From an optimization exercise on the open Yosys and OpenROAD flow, aimed at small area, a short achievable clock period and few clock cycles; shortcuts taken in it are not production practice. The RTL was checked by simulation tests, not by an equivalence proof against the original design. No activity file was given, so power comes from the tool's default toggle rates.

run 1:
// nio61_qcf
module nio61_qcf (
    input  wire        clk,
    input  wire        rst,
    input  wire        host_we,
    input  wire [7:0]  host_addr,
    input  wire [31:0] host_wdata,
    output reg  [31:0] host_rdata,
    output wire        busy,
    output reg         tx_valid,
    output wire        tx_err,
    output wire [31:0] tx_data
);
    localparam [4:0] R_CMD = 5'd0,  R_STATUS = 5'd1,  R_IN_LEN = 5'd2,
                     R_IN_W0 = 5'd3, R_IN_W1 = 5'd4,  R_IN_W2 = 5'd5,
                     R_CK_LEN = 5'd6, R_CK_OUT = 5'd7, R_RQ_CLIENT = 5'd8,
                     R_RQ_ADDR = 5'd9, R_RQ_VALUE = 5'd10, R_RQ_VMAX = 5'd11,
                     R_RQ_DIGITS = 5'd12, R_RQ_CKSUM = 5'd13, R_Q_VALUE = 5'd14,
                     R_Q_VMAX = 5'd15, R_Q_DIGITS = 5'd16, R_Q_SIGN = 5'd17,
                     R_Q_PATTERN = 5'd18, R_Q_DVALUE = 5'd19, R_RS_VALID = 5'd20,
                     R_RS_SIGN = 5'd21, R_RS_PATTERN = 5'd22, R_RS_DIGITS = 5'd23,
                     R_RS_ADDR = 5'd24, R_OUT_WORD = 5'd25;
    localparam [3:0] ST_OK = 4'h1, ST_MALFORMED = 4'h2, ST_CKSUM = 4'h3,
                     ST_INVALID = 4'h4, ST_RANGE = 4'h5, ST_ILLEGAL = 4'h6;
    localparam [2:0] S_IDLE = 3'd0, S_PROC = 3'd1, S_QENC = 3'd2,
                     S_QDLD = 3'd3, S_QDEC = 3'd4, S_CKS = 3'd5, S_QDFN = 3'd6;
    localparam [1:0] J_NONE = 2'd0, J_PROC = 2'd1, J_QENC = 2'd2, J_QDEC = 2'd3;
    reg [3:0]  status;
    reg [7:0]  in_len;
    reg [31:0] in_w0, in_w1, in_w2;
    reg [7:0]  ck_len;
    reg [15:0] ck_out;
    reg [15:0] rq_client;
    reg [23:0] rq_addr;
    reg [15:0] rq_value, rq_vmax;
    reg [7:0]  rq_digits;
    reg [15:0] rq_cksum;
    reg [15:0] q_value, q_vmax;
  ...
For scale: roughly 3400 cells after synthesis, about 33000 µm² of cells after synthesis.
clock: 7.0 ns
lec_check: 0
cap_margin: 10
core_margin: 2
core_utilization: 50
cts_buf_list: sky130_fd_sc_hd__clkbuf_8 sky130_fd_sc_hd__clkbuf_16
cts_cluster_diameter: 50
cts_cluster_size: 16
place_density: 0.65
setup_slack_margin: 2.0
slew_margin: 10
standard.sh (not shown) runs the stock make flow with config.mk's settings and CLKGATE_MAP_FILE= SYNTH_SCRIPT=/design/flow/synth_recipe.tcl, a recipe that flattens the netlist after the stock synthesis.
==> flow/flow/run.sh <==
#!/bin/bash
set -euo pipefail
export BUFFER_PORTS_ARGS="-buffer_cell sky130_fd_sc_hd__buf_2"
bash standard.sh > standard_flow.log 2>&1
Testbench counts of run 1, summed over its fixed seeds: cycles 69,166.
For run 2, these inputs were changed with respect to run 1:
# run 1
export LEC_CHECK = 0
export CAP_MARGIN = 10
export CORE_MARGIN = 2
export CORE_UTILIZATION = 50
export CTS_BUF_LIST = sky130_fd_sc_hd__clkbuf_8 sky130_fd_sc_hd__clkbuf_16
export CTS_CLUSTER_DIAMETER = 50
export CTS_CLUSTER_SIZE = 16
export PLACE_DENSITY = 0.65
export SETUP_SLACK_MARGIN = 2.0
export SLEW_MARGIN = 10
create_clock -name core_clock -period 7.0 [get_ports {clk}]
# run 2
export LEC_CHECK = 0
export CAP_MARGIN = 10
export CORE_MARGIN = 2
export CORE_UTILIZATION = 52
export CTS_BUF_LIST = sky130_fd_sc_hd__clkbuf_4 sky130_fd_sc_hd__clkbuf_8
export PLACE_DENSITY = 0.67
export SETUP_SLACK_MARGIN = 2.0
export SLEW_MARGIN = 10
create_clock -name core_clock -period 7.0 [get_ports {clk}]
==> notes.md <==
Run 1 and run 2 all finish clean.
Final layout net count across run 1 and run 2: no real change.
Run 1 and run 2 ended up with nearly the same routed wire length.
The estimated power of run 2 ends up lower than the estimate for run 1.
When run 2 is set beside run 1, its relative max-transition margin turns out to be 10 points larger.
Comparing run 2 with run 1, the filler-free cell count of the finished design came out essentially unchanged.
Average detailed-routed wire length per instance across run 1 and run 2: no real change.
On slew at the pin closest to its max-slew limit: run 2 sits below run 1.
When run 2 is set beside run 1, its register-to-register slack turns out to be 100 ps smaller.
Run 2 against run 1: maximum frequency fell by 0.35%, clock latency on the worst-skew pair rose by 110 ps, post-route cell area fell by about 1%.
What run 3 does differently from run 2 at the input level:
# run 2
export LEC_CHECK = 0
export CAP_MARGIN = 10
export CORE_MARGIN = 2
export CORE_UTILIZATION = 52
export CTS_BUF_LIST = sky130_fd_sc_hd__clkbuf_4 sky130_fd_sc_hd__clkbuf_8
export PLACE_DENSITY = 0.67
export SETUP_SLACK_MARGIN = 2.0
export SLEW_MARGIN = 10
create_clock -name core_clock -period 7.0 [get_ports {clk}]
# run 3
export LEC_CHECK = 0
export CAP_MARGIN = 10
export CORE_MARGIN = 2
export CORE_UTILIZATION = 50
export CTS_BUF_LIST = sky130_fd_sc_hd__clkbuf_4 sky130_fd_sc_hd__clkbuf_8
export PLACE_DENSITY = 0.65
export SETUP_SLACK_MARGIN = 2.0
export SLEW_MARGIN = 10
create_clock -name core_clock -period 7.0 [get_ports {clk}]
## What came out
- Relative to run 2, core occupancy in the finished layout has decreased by 2.6 points in run 3.
- Reported for run 2 and run 3, number of buffers added to fix hold violations after cts turned out identical to the last digit.
- On setup slack, run 2 loses to run 3.
- As far as total standard cell area after synthesis goes, run 3 and run 2 are indistinguishable; the numbers are identical.
- Per the comparison of run 3 with run 2, vias after detailed routing went down, cell depth of the worst setup path went up.
Setup changes, run 3 to run 4
# run 3
export LEC_CHECK = 0
export CAP_MARGIN = 10
export CORE_MARGIN = 2
export CORE_UTILIZATION = 50
export CTS_BUF_LIST = sky130_fd_sc_hd__clkbuf_4 sky130_fd_sc_hd__clkbuf_8
export PLACE_DENSITY = 0.65
export SETUP_SLACK_MARGIN = 2.0
export SLEW_MARGIN = 10
create_clock -name core_clock -period 7.0 [get_ports {clk}]
# run 4
export LEC_CHECK = 0
export CAP_MARGIN = 10
export CORE_MARGIN = 2
export CORE_UTILIZATION = 50
export CTS_BUF_LIST = sky130_fd_sc_hd__clkbuf_4 sky130_fd_sc_hd__clkbuf_8
export PLACE_DENSITY = 0.65
export SETUP_SLACK_MARGIN = 1.5
export SLEW_MARGIN = 10
create_clock -name core_clock -period 7.0 [get_ports {clk}]
==> comparison <==
- Run 4 vs. run 3: global-route usage over all layers now sits lower; setup slack now sits lower; cell count now sits lower; final count of hold timing violations now sits at about the same level; count of flip-flops and latches now sits at about the same level.
- Diff run 3 -> run 4: cell area decreased 1.3%; routed length on met2 -1.1 mm.
- On wire length, run 3 loses to run 4.

## port drivers added, routing unchanged
Ports are ideal in the flow. The routed layouts listed here were re-timed in OpenROAD. Step 1, drivers: a clkbuf_16 drives clk and a buf_2 each remaining input, both assumed. Step 2 moves the port delays by t, midway between the first and last clock arrival at a register: inputs arrive t later, outputs are due t later. That takes back most of the time a late clock gives input paths. Slacks: ideal ports / drivers / drivers and shift; pairs: ideal ports / drivers.
run	t, ns	setup slack, ns	worst setup path after step 2	worst register clock-pin slew, ns	pins driven straight from the clock port
run 1	0.686	1.866 / 1.836 / 1.383	input to register	0.08 / 0.08	1
run 2	0.794	1.848 / 1.816 / 1.175	input to register	0.07 / 0.07	1
run 3	0.807	1.929 / 1.897 / 1.241	input to register	0.07 / 0.07	1
run 4	0.776	1.456 / 1.432 / 0.953	input to register	0.07 / 0.07	1
After both steps setup and hold are still met in every run listed. For run 3, which loses most, drivers alone change the setup slack by -0.032 ns; drivers and shift together by -0.688 ns.
